Background: an optimization exercise with open tools, aiming at small area, a short achievable clock period and few clock cycles per item. Do not read the settings as production practice.
No run shown here included a check of the RTL's function; only the layout flow was run.
Power figures rest on the tool's default switching activity, not on a simulated workload.

### design/flow/constraint.sdc
create_clock -name core_clock -period 7.0 [get_ports {clk}]
set_input_delay 1.4000 -clock core_clock [delete_from_list [all_inputs] [get_ports {clk}]]
set_output_delay 1.4000 -clock core_clock [all_outputs]
set_load 0.01 [all_outputs]
### design/flow/run.sh
#!/bin/bash
# synth_recipe.tcl (not shown) runs the flow's synth.tcl, then flattens the netlist and writes it again
# the make line also repeats each setting of config.mk as NAME=value (left out here)
make -C /OpenROAD-flow-scripts/flow DESIGN_CONFIG=/design/flow/config.mk WORK_HOME=/design/flow/orfs CLKGATE_MAP_FILE= SYNTH_SCRIPT=/design/flow/synth_recipe.tcl finish
### design/flow/design.v
module cptv_decoder (
    input  wire        clk,
    input  wire        rst,           
    input  wire        cmd_valid,
    output wire        cmd_ready,
    input  wire [4:0]  cmd_width,     
    input  wire [15:0] cmd_count,     
    input  wire        cmd_hist,      
    output reg         cmd_err,       
    input  wire        in_valid,
    output wire        in_ready,
    input  wire [31:0] in_data,
    input  wire        h_valid,
    output wire        h_ready,
    input  wire [15:0] h_data,
    output reg         out_valid,
    input  wire        out_ready,
    output reg  [15:0] out_data,
    output reg         out_last
);
    reg        idle;          
    reg        hist;
    reg [3:0]  wm1;           
    reg [15:0] sl;            
    reg [31:0] w0, w1;        
    reg        v0, v1;
    reg [4:0]  p;             
    reg        in_rdy;
    reg [15:0] acc;           
    reg        a_valid, a_last;
    reg [15:0] hb;            
    reg        hbv;
    reg        h_rdy;
    reg        sk_valid;      
    reg [15:0] sk_data;
    reg        sk_last;
    assign cmd_ready = idle;
    assign in_ready  = in_rdy;
    assign h_ready   = h_rdy;
    wire cmd_fire = cmd_valid && idle;
    wire cmd_ok   = (cmd_width != 5'd0) && (!cmd_width[4] || cmd_width[3:0] == 4'd0) &&
                    (cmd_count != 16'd0);
    wire [5:0]  pw    = {1'b0, p} + {2'b0, wm1};        
    wire        xing = pw[5];                          
    wire [5:0]  pn    = pw + 6'd1;                      
    wire        have  = v0 && (!xing || v1);
    wire        sl_ge2 = |sl[15:1];
    wire        sl_nz  = sl_ge2 | sl[0];
    wire s2;
    wire s1 = !idle && sl_nz && have && (!a_valid || s2);
    wire [47:0] cat    = {w0, w1[31:16]};
    wire [47:0] shl    = cat << p;
    wire [15:0] window = shl[47:32];
    wire [15:0] resid  = $signed(window) >>> (~wm1);
    assign s2 = a_valid && (!hist || hbv) && !sk_valid;
    wire [15:0] sample = acc + (hb & {16{hist}});
    wire out_free = !out_valid || out_ready;
    wire push  = in_valid && in_rdy;
    wire pop   = s1 && pn[5];
    wire lastc = s1 && !sl_ge2;                         
    reg        v0_n, v1_n;
    reg [4:0]  p_n;
    reg [15:0] sl_n;
    reg        a_valid_n, hbv_n, sk_valid_n, idle_n;
    always @(*) begin
        p_n  = s1 ? pn[4:0] : p;
        sl_n = s1 ? sl - 16'd1 : sl;
        if (lastc) begin
            v0_n = 1'b0;
            v1_n = 1'b0;
        end else if (pop) begin
            v0_n = v1 || push;
            v1_n = v1 && push;
        end else begin
            v0_n = v0 || push;
            v1_n = v1 || (v0 && push);
        end
        a_valid_n  = s1 || (a_valid && !s2);
        hbv_n      = (h_valid && h_rdy) || (hbv && !(s2 && hist));
        sk_valid_n = sk_valid ? !out_free : (s2 && !out_free);
        idle_n     = idle ? 1'b1 : (s2 && a_last);
    end
    wire [5:0] pw_n  = {1'b0, p_n} + {2'b0, wm1};           
    wire [6:0] pw2_n = {2'b0, p_n} + {2'b0, wm1, 1'b0};     
    wire sl_n_ge2 = s1 ? (|sl[15:2] || (sl[1] && sl[0])) : sl_ge2;
    wire sl_n_nz  = s1 ? sl_ge2 : sl_nz;
    wire in_rdy_n = !idle_n && (v0_n ? (!v1_n && (pw_n[5] || (sl_n_ge2 && pw2_n >= 7'd31)))
                                     : sl_n_nz);
    wire h_rdy_n  = !idle_n && hist &&
                    (hbv_n ? (a_valid_n && !sk_valid_n && sl_n_nz)
                           : (a_valid_n || sl_n_nz));
    always @(posedge clk) begin
        if (rst) begin
            idle      <= 1'b1;
            v0        <= 1'b0;
            v1        <= 1'b0;
            in_rdy    <= 1'b0;
            a_valid   <= 1'b0;
            hbv       <= 1'b0;
            h_rdy     <= 1'b0;
            sk_valid  <= 1'b0;
            out_valid <= 1'b0;
            cmd_err   <= 1'b0;
        end else begin
            cmd_err  <= cmd_fire && !cmd_ok;
            v0       <= v0_n;
            v1       <= v1_n;
            a_valid  <= a_valid_n;
            hbv      <= hbv_n;
            sk_valid <= sk_valid_n;
            if (cmd_fire && cmd_ok) begin
                idle   <= 1'b0;
                in_rdy <= 1'b0;
                h_rdy  <= 1'b0;
            end else begin
                idle   <= idle_n;
                in_rdy <= in_rdy_n;
                h_rdy  <= h_rdy_n;
            end
            if (out_free)
                out_valid <= sk_valid || s2;
        end
    end
    always @(posedge clk) begin
        if (cmd_fire && cmd_ok) begin
            hist <= cmd_hist;
            wm1  <= cmd_width[3:0] - 4'd1;
            sl   <= cmd_count;
            p    <= 5'd0;
            acc  <= 16'd0;
        end else begin
            sl <= sl_n;
            p  <= p_n;
            if (s1)
                acc <= acc + resid;
        end
        if (s1)
            a_last <= !sl_ge2;
        if (push && (!v0 || (pop && !v1)))
            w0 <= in_data;
        else if (pop)
            w0 <= w1;
        if (push && v0 && !(pop && !v1))
            w1 <= in_data;
        if (h_valid && h_rdy)
            hb <= h_data;
        if (out_free) begin
            if (sk_valid) begin
                out_data <= sk_data;
                out_last <= sk_last;
            end else if (s2) begin
                out_data <= sample;
                out_last <= a_last;
            end
        end else if (s2) begin
            sk_data <= sample;
            sk_last <= a_last;
        end
    end
endmodule
### design/flow/config.mk
export PLATFORM = sky130hd
export DESIGN_NAME = cptv_decoder
export DESIGN_NICKNAME = cptv_decoder
export VERILOG_FILES = /design/flow/design.v
export SDC_FILE = /design/flow/constraint.sdc
export NUM_CORES = 4
export LEC_CHECK = 0
export CAP_MARGIN = 20
export CORE_MARGIN = 2
export CORE_UTILIZATION = 40
export SLEW_MARGIN = 20
==> impl_results.md, run 1 <==
* Status: finished clean
* Worst EP required at ~7400 ps
* # clock sinks at 167
* Rows at 60
* CP Class: flop to flop
* Worst vdd ir at 0.198 mV
* Area leader, netlist: edfxtp_1
* Unrepaired setup endpoints after global routing: false
* Area of the multi-input gates at 0.00585 mm2
* Post-synthesis sequential area ratio at 43.2%
* MaxCap Viol Count at 0
* PD cells at 193 mW/mm2
* Final hold violations at 0
* Syn. warnings at 1
* GR Util All Layers at 17.9%
* Top_reg_cell synth: edfxtp_1
* Mapped cell area at 0.0109 mm2
* Final min period at approximately 5300 ps
* Chip Height at between 150 and 200 um
* Largest family of logic cells by synthesized area: multiplexers
* Initial Util at about two fifths
* Post_cts resized at 0
* Period utilization at between 70% and 80%
* Critical Path Fanout Max at 44
* Gate Count Post-Synth at 925
* Compound-cell area share of the yosys netlist at 10.1%
* Final setup fails at 0
* Htree depth at 4
* Synth Register Bits at 167
* Hold-fix buffers, CTS at 0
* Final HPWL DP at 18300 um
* Post-synthesis simple-gate area fraction at approximately a tenth
* Vias per cell at 5.63
* First-pass GRT wire length at between 40000 and 50000 um
* Core ar. at 0.0269 mm2
* Storage cell area at 0.00471 mm2
* GP Congestion at 0.884
* Initial antenna violation count at 0
* Number of flops mapped to enable cells by yosys at 136
* Iter 0 DRT Violations at 672
* Avg Inst Size Synth at ~12 um2
* CTS Buf Count at 17
* Setup bufs post-CTS at 0
* Layout cell share with drive strength beyond 1 at 17.8%
* Synth top area share at 37.5%
* Async set-reset flop share out of synthesis at 0%
* Wire per inst at 18.4 um
* Synthesized net count at 1051
* Relative slew slack at ~28%
* Vias post-DR at 7660
* Min-delay worst type: flop to flop
* Final antenna diode count at 0
* Netlist cell types at 62
* Die width at 169 um
* Post-synthesis mux area share at a little under a quarter
* Worst Tran Pin Value at 1080 ps
* Vias in the first global route at 7527
* IO Port Bufs at 97
* Post-layout net count at roughly 1100
* R2R depth at 20
* Top post-synthesis cells by area: edfxtp_1 (37%), mux4_2 (13%), mux2_2 (6.5%)
* Clk root buf: clkbuf_16
* Largest net degree at the start of global routing at 54
* DRC Markers at 0
* CTS tree: built
* Clk buf depth at 2
* Fin Setup TNS at 0 ps
* GRT met2 Usage at 28.4%
* F_max at approximately 190 MHz
* Area growth, synth to finish at 17.1%
* Die area at around 0.029 mm2
* Clock latency (worst-skew pair) at between 400 and 500 ps
* Grt total ovfl at 0
* Busiest grt layer: met2
* Fin util at 47.5%
* Final WL at 25000 um
* Xor-xnor portion of the synthesized cell area at under 10%
* DRT antenna net count at 0
* Clock transition at path regs at 70 ps
* Fillers at 2425
* CP Capture Type: flop
* Crit path launch type: flop
* Synth Area in Adders at about 6.0%
* TritonRoute pass-1 iters at 5
* Worst path arrival time at 5670 ps
* Final Skew at 20.2 ps
* Pins over their slew limit at 0
* IO Pins at 98
* Lkg Pwr at 4.54 nW
* Hold Path Stages at 2
* GR Util met3 at roughly 3.2%
* Met1 GRT Util at between 20% and 30%
## through the flow
step | hold slack (ps) | area (um2) | power [mW] | setup WS, ps | instances
2_1_floorplan | 447 | 10900 | 1.42 | 2490 | 925
3_3_place_gp | 476 | 12200 | 1.54 | 1760 | 1328
3_5_place_dp | 483 | 12200 | 1.54 | 1710 | 1328
4_1_cts | 491 | 12800 | 2.49 | 1690 | 1360
5_1_grt | 532 | 12800 | 2.57 | 1270 | 1360
6_report | 496 | 12800 | 2.46 | 1690 | 1360
## kinds of logic after synthesis
group / Yosys count
xor gates and xnor gates: 47
buffers and inverters: 82
AOI/OAI and AO/OA: 173
adders and majority gates: 50
DFF: 167
muxes: 164
and+or+nand+nor: 242
## final timing paths
kind / start / endpoint / slack (ps)
hold reg to reg: acc[3] / acc[3] / 500
setup reg to reg: p[0] / acc[14] / 1690
hold / removal: acc[3] / acc[3] / 500
setup / recovery: p[0] / acc[14] / 1690
## power breakdown
part	leakage (nW)	total, mW	internal, mW	switching (mW)
Combinational	2.77	0.388	0.196	0.191
Clock	0.285	0.945	0.479	0.466
Sequential	1.49	1.13	1.10	0.0319
## cell usage after synthesis, types with 6 or more instances
library cell  number
inv_1             32
o21ai_0           42
buf_2              8
dfxtp_1           31
ha_1              46
a21oi_1           43
xnor2_1           25
nand2b_1           9
o211ai_1           6
xor2_1            22
clkbuf_1          28
nor2_1            61
nor4_1             7
mux2_1             9
mux2_2            63
o21bai_1           7
nor2b_1            8
nand2_1           67
mux4_2            63
edfxtp_1         136
a21o_1             9
nor3_1            15
and2_1            24
nand3_1           28
a31oi_1           13
mux2i_1           29
buf_1              6
## critical path: stages, from the launching register on
cell	delay, ps
dfxtp_2	360
buf_4	610
mux4_2	640
mux4_2	490
mux2_2	370
nor2_1	180
o21bai_1	130
mux2_2	180
mux2i_1	70
o211a_1	220
ha_1	200
inv_1	70
fa_1	200
inv_1	50
a21o_1	170
a21oi_1	210
o21ai_0	210
o2111ai_1	290
a31oi_1	170
a211o_1	310
nand3_1	70
## routing by layer
layer / wire (um) / up-vias / share of wire [%]
met5: 0 / - / 0
met2: 11800 / 202 / 47
met1: 11800 / 3727 / 47
met3: 1150 / 20 / 4.6
met4: 272 / 0 / 1.1
li1: - / 3711 / -
## flip-flops by register name (all words and copies together), names as in the netlist
| signal | cells |
|---|---|
| a_last | 1 |
| a_valid | 1 |
| acc | 16 |
| cmd_err | 1 |
| h_rdy | 1 |
| hb | 16 |
| hbv | 1 |
| hist | 1 |
| idle | 1 |
| in_rdy | 1 |
| out_data | 16 |
| out_last | 1 |
| out_valid | 1 |
| p | 5 |
| sk_data | 16 |
| sk_last | 1 |
| sk_valid | 1 |
| sl | 16 |
| v0 | 1 |
| v1 | 1 |
| w0 | 32 |
| w1 | 32 |
| wm1 | 4 |
## layout by cell type, fill, tap and decap left out, types with 4 or more instances in the layout
| cell type | count |
|---|---|
| a211o_1 | 5 |
| a211oi_1 | 5 |
| a21o_1 | 9 |
| a21oi_1 | 43 |
| a31oi_1 | 13 |
| and2_1 | 24 |
| and3_1 | 4 |
| buf_4 | 12 |
| clkbuf_16 | 17 |
| clkdlybuf4s50_1 | 97 |
| dfxtp_1 | 28 |
| edfxtp_1 | 136 |
| fa_1 | 4 |
| ha_1 | 46 |
| inv_1 | 32 |
| inv_8 | 6 |
| mux2_1 | 9 |
| mux2_2 | 63 |
| mux2i_1 | 29 |
| mux4_2 | 63 |
| nand2_1 | 67 |
| nand2b_1 | 9 |
| nand3_1 | 28 |
| nand4_1 | 4 |
| nor2_1 | 60 |
| nor2b_1 | 8 |
| nor3_1 | 14 |
| nor4_1 | 7 |
| o211ai_1 | 6 |
| o21a_1 | 5 |
| o21ai_0 | 42 |
| o21bai_1 | 7 |
| o221ai_1 | 5 |
| o22ai_1 | 4 |
| or3_1 | 5 |
| xnor2_1 | 25 |
| xor2_1 | 22 |
## area by class of cell
class / instances / area share [%]
multi-input combinational: 676 / 45.8
sequential: 167 / 36.9
tap: 341 / 3.34
clock buffer: 17 / 3.33
inverter: 35 / 1.03
timing repair buffer: 109 / 8.32
clock inverter: 15 / 1.23
==> run 2, diff against run 1 <==
--- a/design/flow/config.mk
+++ b/design/flow/config.mk
@@ -6,6 +6,8 @@
 export NUM_CORES = 4
 export LEC_CHECK = 0
+export ABC_CLOCK_PERIOD_IN_PS = 2500
 export CAP_MARGIN = 20
 export CORE_MARGIN = 2
 export CORE_UTILIZATION = 40
+export SETUP_SLACK_MARGIN = 4.5
 export SLEW_MARGIN = 20
==> run 2 against run 1 <==
Against the previous run:
- routed wire length rose by 22%
- highest routed layer unchanged
- fmax rose by 18%
- flip-flop and latch count did not move
==> impl_results.md, run 2 <==
* Commonest cells after routing, fill and taps aside: edfxtp_1 (136), mux4_2 (63), nand2_1 (63)
* Area of the multi-input gates at 0.00680 mm2 (+16%)
* Most common cell after layout, fill and taps aside: edfxtp_1
* PD cells at 174 mW/mm2 (-10%)
* Die area at 0.0286 mm2 (unchanged)
* Final min period at 4490 ps (-815 ps)
* Worst vdd ir at 0.178 mV (-10%)
* Rows at 60 (unchanged)
* Fin util at 55.9% (+8.4 points)
* Final HPWL DP at 18400 um (+1.0%)
* Mapped cell area at 0.0109 mm2 (unchanged)
* IO Port Bufs at 97 (unchanged)
* Final instance area at 0.0150 mm2 (+18%)
* Grt total ovfl at 0 (unchanged)
* DRC Markers at 0 (unchanged)
* Wire per inst at 20.8 um (+13%)
* Top Registers: w0: 32 flops, w1: 32 flops
* Vias per cell at 5.85 (+3.9%)
* Top-count cell post-synth: edfxtp_1
* Relative slew slack at 43.2% (+15 points)
* Critical R2R Launch: p[0]
* Internal Power at 1.89 mW (+6.4%)
* Hold Path Stages at 2 (unchanged)
* Number of flops mapped to enable cells by yosys at 136 (unchanged)
* Async set-reset flop share out of synthesis at 0% (unchanged)
* CTS tree: built
* Clock latency (worst-skew pair) at 450 ps (+20 ps)
* Worst path arrival time at 4860 ps (-810 ps)
* Syn. warnings at 1 (unchanged)
* GP Congestion at 0.903 (+2.1%)
* Final antenna diode count at 0 (unchanged)
* Status: finished clean
* Netlist cell types at 62 (unchanged)
* DRT antenna net count at 0 (unchanged)
* Worst Tran Pin Value at 844 ps (-231 ps)
* Synth top cells by count: edfxtp_1 (136), nand2_1 (67), mux2_2 (63), mux4_2 (63), nor2_1 (61)
* Final setup fails at 0 (unchanged)
* Iter 0 DRT Violations at 596 (-11%)
* Top_reg_cell synth: edfxtp_1
* Worst setup startpoint: p[0]
* TritonRoute pass-1 iters at 5 (unchanged)
* Clock transition at path regs at 70 ps (about the same)
* Layout cell share with drive strength beyond 1 at 39.8% (+22 points)
* Clock network fraction of design power at 35.6% (-2.7 points)
* Lkg Pwr at 5.49 nW (+21%)
* IO Pins at 98 (unchanged)
* Initial antenna violation count at 1 (+1)
* Crit-path max cell delay at 560 ps (-80 ps)
* Top post-synthesis cells by area: edfxtp_1 (37%), mux4_2 (13%), mux2_2 (6.5%)
* CP Capture Type: flop
* First-pass GRT wire length at 46900 um (+15%)
* Fillers at 2210 (-8.9%)
* Critical Path End: acc[15]
* Period utilization at 64.2% (-12 points)
* Synthesized net count at 1051 (unchanged)
* Area leader, netlist: edfxtp_1
* Unrepaired setup endpoints after global routing: true
* Placed Area at 0.0124 mm2 (+1.8%)
* Min-delay worst type: flop to flop
* Vias in the first global route at 8436 (+12%)
* Post-synthesis sequential area ratio at 43.2% (unchanged)
* Initial Util at 40.5% (unchanged)
* Final worst slack at 2510 ps (+815 ps)
* MaxCap Viol Count at 0 (unchanged)
* GR Util All Layers at 21.3% (+3.4 points)
* Critical Path Fanout Max at 11 (-75%)
* Switching Fraction at 27.7% (-0.25 points)
* # clock sinks at 167 (unchanged)
* R2R depth at 17 (-15%)
* Gate Count Post-Synth at 925 (unchanged)
* Sequential Power Share at 43.1% (-2.8 points)
* Htree depth at 4 (unchanged)
* Avg Inst Size Synth at 11.8 um2 (unchanged)
* Final Power at 2.61 mW (+6.0%)
* Critical-path cell list: buf_12 -> mux4_2 -> mux2_2 -> mux4_2 -> mux2i_2 -> mux2_4 -> nor2_1 -> a211o_1 -> ha_4 -> o21ai_2 -> o21ai_2 -> nand2_1 -> o31a_1 -> a21oi_2 -> a31oi_1 -> mux2i_1 -> mux2i_1
* Clk buf depth at 2 (unchanged)
* Slowest CP cell: mux4_2
* Final WL at 30300 um (+22%)
* Vias post-DR at 8559 (+12%)
* Synth Register Bits at 167 (unchanged)
* Chip Height at 169 um (unchanged)
* Largest net degree at the start of global routing at 25 (-54%)
* Synth top area share at 37.5% (unchanged)
* Pins over their slew limit at 0 (unchanged)
* Post-layout net count at 1234 (+9.0%)
* CTS Buf Count at 17 (unchanged)
* Final Skew at 10.2 ps (-9.93 ps)
* CP Class: flop to flop
* Final hold violations at 0 (unchanged)
* Die width at 169 um (unchanged)
* Area growth, synth to finish at 37.9%
* R2R Path End: acc[15]
* Core ar. at 0.0269 mm2 (unchanged)
* F_max at 223 MHz (+18%)
* Comb pwr share at 21.2% (+5.5 points)
* Dpl ws at 1750 ps (+42.0 ps)
* Fin Setup TNS at 0 ps (unchanged)
* Clk root buf: clkbuf_16
* Storage cell area at 0.00472 mm2 (+0.29%)
* Worst EP required at 7370 ps (about the same)
* Reg-to-reg slack, setup at 2510 ps (+810 ps)
* Net Switching at 0.724 mW (+5.1%)
* Crit path launch type: flop
-- run 2: metrics by stage --
| step | hold slack [ps] | cells |
|---|---|---|
| global route | 506 | 1462 |
| global placement | 473 | 1323 |
| floorplan | 447 | 925 |
| CTS | 496 | 1439 |
| finish | 496 | 1462 |
| detailed placement | 479 | 1323 |
-- run 2: worst max-delay path: cells and delay by family (launching register included) --
kind,cells,cell delay (ps)
AND/OR/NAND/NOR,2,150
flip-flops,1,440
AO/OA/AOI/OAI,6,1110
adder cells (fa/ha/maj),1,310
multiplexers,7,2230
buffers and inverters,1,170
-- run 2: layout make-up --
class	instances	area share, %
timing repair buffer	205	15.5
sequential	167	31.4
clock inverter	15	0.966
tap	341	2.84
clock buffer	17	2.83
inverter	35	1.17
timing repair inverter	1	0.0500
multi-input combinational	681	45.2
-- run 2: logic make-up (layout without fill, tap and decap cells) --
group                    Yosys count  in the layout  share of synthesized area (%)
buffers and inverters             82            273                           3.23
AND/OR/NAND/NOR                  242            247                           10.6
multiplexers                     164            164                           23.1
AO/OA/AOI/OAI                    173            173                           10.1
flip-flops                       167            167                           43.2
adder cells (fa/ha/maj)           50             50                           6.02
XOR/XNOR                          47             47                           3.78
-- run 2: worst min-delay path by stage --
stage,start,to,slack (ps)
2_1_floorplan,a_last,sk_last,450
3_3_place_gp,a_last,sk_last,470
3_5_place_dp,acc[3],acc[3],480
4_1_cts,acc[13],acc[13],500
5_1_grt,a_last,sk_last,510
6_report,acc[13],acc[13],500
-- run 2: routing by layer --
| metal | vias up | share of wire [%] | GRT usage (%) |
|---|---|---|---|
| li1 | 3941 | - | - |
| met1 | 4225 | 43 | 28.4 |
| met2 | 334 | 48 | 34.5 |
| met3 | 59 | 6.1 | 4.33 |
| met4 | 0 | 3.0 | 8.10 |
| met5 | - | 0 | 0 |
-- run 2: power by group through the flow --
stage | Combinational (mW) | Clock, mW | Sequential, mW
after global routing | 0.598 | 0.989 | 1.13
after floorplan | 0.303 | 0 | 1.14
after CTS | 0.503 | 0.947 | 1.13
after detailed placement | 0.398 | 0 | 1.16
after global placement | 0.397 | 0 | 1.16
final | 0.554 | 0.931 | 1.13
-- run 2: timing repair --
| item | in CTS | in global routing |
|---|---|---|
| pin swaps | 55 | 44 |
| setup buffers | 68 | 21 |
| hold endpoints to repair | 0 | 0 |
| resized for setup | 238 | 103 |
| hold buffers | 0 | 0 |
| cloned | 16 | 2 |
| endpoints found under the setup margin | 237 | 190 |
==> run 3, diff against run 2 <==
--- a/design/flow/config.mk
+++ b/design/flow/config.mk
@@ -6,8 +6,8 @@
 export NUM_CORES = 4
 export LEC_CHECK = 0
-export ABC_CLOCK_PERIOD_IN_PS = 2500
+export ABC_CLOCK_PERIOD_IN_PS = 3000
 export CAP_MARGIN = 20
 export CORE_MARGIN = 2
 export CORE_UTILIZATION = 40
-export SETUP_SLACK_MARGIN = 4.5
+export SETUP_SLACK_MARGIN = 4.0
 export SLEW_MARGIN = 20
==> run 3 against run 2 <==
Against the previous run:
- fmax down 0.20%
- critical endpoint unchanged
- clock-buffer cell count unchanged
- combinational power is 1% lower
- synthesized area is the same
- non-clock buffer count increased by 38
- critical path type unchanged
- register-to-register slack is essentially flat
- clock power increased by 12%
- cell area increased by 1.3%
- still clean
==> impl_results.md, run 3 <==
* Status: finished clean
* Synthesized net count at 1051 (unchanged)
* First-pass GRT wire length at 47300 um (+0.78%)
* Storage cell area at 0.00472 mm2 (-0.11%)
* # clock sinks at 167 (unchanged)
* Top_reg_cell synth: edfxtp_1
* Vias in the first global route at 8619 (+2.2%)
* Final min period at 4500 ps (+8.95 ps)
* Min-delay worst type: flop to flop
* Clk root buf: clkbuf_16
* Initial antenna violation count at 0 (-1)
* IO Pins at 98 (unchanged)
* Initial Util at 40.5% (unchanged)
* Final setup fails at 0 (unchanged)
* Hold-fix buffers, CTS at 0 (unchanged)
* DRC Markers at 0 (unchanged)
* Clk buf depth at 2 (unchanged)
* Final instance area at 0.0152 mm2 (+1.3%)
* Pins over their slew limit at 0 (unchanged)
* Most common cell after layout, fill and taps aside: edfxtp_1
* Switching Fraction at 28.5% (+0.79 points)
* Layout cell share with drive strength beyond 1 at 37.5% (-2.2 points)
* DRT antenna net count at 0 (unchanged)
* Internal Power at 1.94 mW (+2.6%)
* TritonRoute pass-1 iters at 5 (unchanged)
* Wire per inst at 21.2 um (+2.2%)
* Relative slew slack at 44.5% (+1.3 points)
* Avg Inst Size Synth at 11.8 um2 (unchanged)
* Final antenna diode count at 0 (unchanged)
* Hold slack at 499 ps (+2.86 ps)
* Post-layout net count at 1269 (+2.8%)
* Unrepaired setup endpoints after global routing: true
* PD cells at 178 mW/mm2 (+2.4%)
* Synth top area share at 37.5% (unchanged)
* Fin cells at 1497 (+2.4%)
* Final WL at 31700 um (+4.6%)
* CP Class: flop to flop
* Worst EP required at 7370 ps (about the same)
* Period utilization at 64.3% (+0.13 points)
* Clock network fraction of design power at 38.2% (+2.6 points)
* GP Congestion at 0.863 (-4.5%)
* Fin util at 56.6% (+0.71 points)
* Area of the multi-input gates at 0.00664 mm2 (-2.3%)
* Die area at 0.0286 mm2 (unchanged)
* Mapped cell area at 0.0109 mm2 (unchanged)
* F_max at 222 MHz (-0.20%)
* Comb pwr share at 20.2% (-1.0 points)
* Top Registers: w0: 32 flops, w1: 32 flops
* Worst path arrival time at 4870 ps (about the same)
* Placed Area at 0.0123 mm2 (-0.82%)
* MaxCap Viol Count at 0 (unchanged)
* Crit path launch type: flop
* IO Port Bufs at 97 (unchanged)
* CTS tree: built
* Clock transition at path regs at 80 ps (about the same)
* CTS Buf Count at 17 (unchanged)
* Post-synthesis sequential area ratio at 43.2% (unchanged)
* GR Util All Layers at 21.1% (-0.19 points)
* Largest net degree at the start of global routing at 42 (+68%)
* Fin Setup TNS at 0 ps (unchanged)
* Rows at 60 (unchanged)
* Vias post-DR at 8760 (+2.3%)
* Async set-reset flop share out of synthesis at 0% (unchanged)
* Synth top cells by count: edfxtp_1 (136), nand2_1 (67), mux2_2 (63), mux4_2 (63), nor2_1 (61)
* Final worst slack at 2500 ps (-8.95 ps)
* Final Power at 2.71 mW (+3.7%)
* Core ar. at 0.0269 mm2 (unchanged)
* Commonest cells after routing, fill and taps aside: edfxtp_1 (136), buf_4 (94), clkdlybuf4s50_1 (91)
* Top post-synthesis cells by area: edfxtp_1 (37%), mux4_2 (13%), mux2_2 (6.5%)
* Die width at 169 um (unchanged)
* Chip Height at 169 um (unchanged)
* Syn. warnings at 1 (unchanged)
* Grt total ovfl at 0 (unchanged)
* Worst min-delay path startpoint: acc[13]
* Net Switching at 0.772 mW (+6.7%)
* Iter 0 DRT Violations at 679 (+14%)
* Vias per cell at 5.85 (about the same)
* Number of flops mapped to enable cells by yosys at 136 (unchanged)
* Sequential Power Share at 41.5% (-1.6 points)
* Clock latency (worst-skew pair) at 440 ps (about the same)
* Netlist cell types at 62 (unchanged)
* Synth Register Bits at 167 (unchanged)
* Final HPWL DP at 18200 um (-1.3%)
* Worst setup startpoint: p[0]
* Lkg Pwr at 5.66 nW (+3.1%)
* Area growth, synth to finish at 39.6%
* Final Skew at 19.3 ps (+9.07 ps)
* Critical R2R Launch: p[0]
* Htree depth at 4 (unchanged)
* Placed insts at 1327 (+0.30%)
* Final hold violations at 0 (unchanged)
* Fillers at 2158 (-2.4%)
* Top-count cell post-synth: edfxtp_1
* Critical Path Fanout Max at 5 (-6)
* CP Capture Type: flop
* Area leader, netlist: edfxtp_1
* Gate Count Post-Synth at 925 (unchanged)
* Worst vdd ir at 0.169 mV (-4.7%)
* Dpl ws at 1720 ps (-25.2 ps)
* Worst Tran Pin Value at 833 ps (-11.3 ps)
[run 3: cell counts after synthesis]
No cell type changed its count.
[run 3: final cells by class]
| cell class | count | share of cell area [%] |
|---|---|---|
| clock inverters | 15 | 1.36 |
| clock buffers | 17 | 2.80 |
| well taps | 341 | 2.80 |
| flip-flops and latches | 167 | 31.0 |
| repair buffers | 243 | 17.5 |
| inverters | 35 | 0.913 |
| multi-input cells | 679 | 43.6 |
[run 3: power groups by stage]
stage                     registers (mW)  clock network (mW)  logic [mW]
final                               1.13                1.04       0.548
after global routing                1.13                1.08       0.588
after CTS                           1.13                1.05       0.473
after detailed placement            1.16                   0       0.390
after global placement              1.16                   0       0.390
after floorplan                     1.14                   0       0.295
[run 3: critical path, cell delays in order, from the launching register on]
cell      delay (ps)
dfxtp_4          380
buf_6            100
buf_12           120
buf_4            120
mux4_2           520
mux2_4           300
mux4_2           540
mux2i_4          200
mux2i_2          120
nand3_1          100
o211ai_1         120
ha_1             360
and2_4           160
and3_4           170
o31ai_2          170
o31a_1           220
a21oi_2           90
a31oi_2          220
mux2i_1          240
mux2i_1          190
[run 3: path summary, 6_finish.rpt]
| check | endpoint | slack, ps | depth (start not counted) |
|---|---|---|---|
| setup reg to reg | acc[15] | 2500 | 19 |
| hold reg to reg | acc[13] | 500 | 2 |
| hold / removal | acc[13] | 500 | 2 |
| setup / recovery | acc[15] | 2500 | 19 |
[run 3: timing repair]
action / in CTS / in global routing
setup endpoints to repair: 172 / 162
resized for setup: 109 / 107
cloned: 10 / 7
pin swaps: 40 / 56
setup buffers: 95 / 26
[run 3: layer usage]
layer	GRT usage, %	up-vias	routed length (um)
met4	6.54	0	834
met5	0	-	0
li1	-	3984	-
met3	4.58	65	2290
met1	27.4	4318	12900
met2	35.6	393	15700
[run 3: kinds of logic after synthesis]
group,synth area share (%)
AOI/OAI and AO/OA,10.1
xor gates and xnor gates,3.78
adders and majority gates,6.02
buffers and inverters,3.23
DFF,43.2
muxes,23.1
and+or+nand+nor,10.6

-- static timing again, ports no longer ideal --
The results above use ideal ports. As a check the final layouts listed here were re-extracted and re-timed, cells and wires unchanged. Step 1, drivers: a clkbuf_16 drives clk and a buf_2 each remaining input, both assumed. Step 2, shift: input delay + t, output delay - t, t = (earliest + latest rising clock arrival at the registers) / 2. This alone moves slack from input paths to output paths. a / b / c = no drivers / after step 1 / after step 2; a / b = the first two.
run | t, ns | setup slack, ns | hold slack, ns
run 1 | 0.470 | 1.692 / 1.692 / 1.692 | 0.496 / 0.496 / 0.496
run 2 | 0.490 | 2.506 / 2.506 / 2.506 | 0.496 / 0.496 / 0.496
run 3 | 0.480 | 2.497 / 2.497 / 2.497 | 0.499 / 0.499 / 0.499
After both steps every run listed still meets setup and hold.
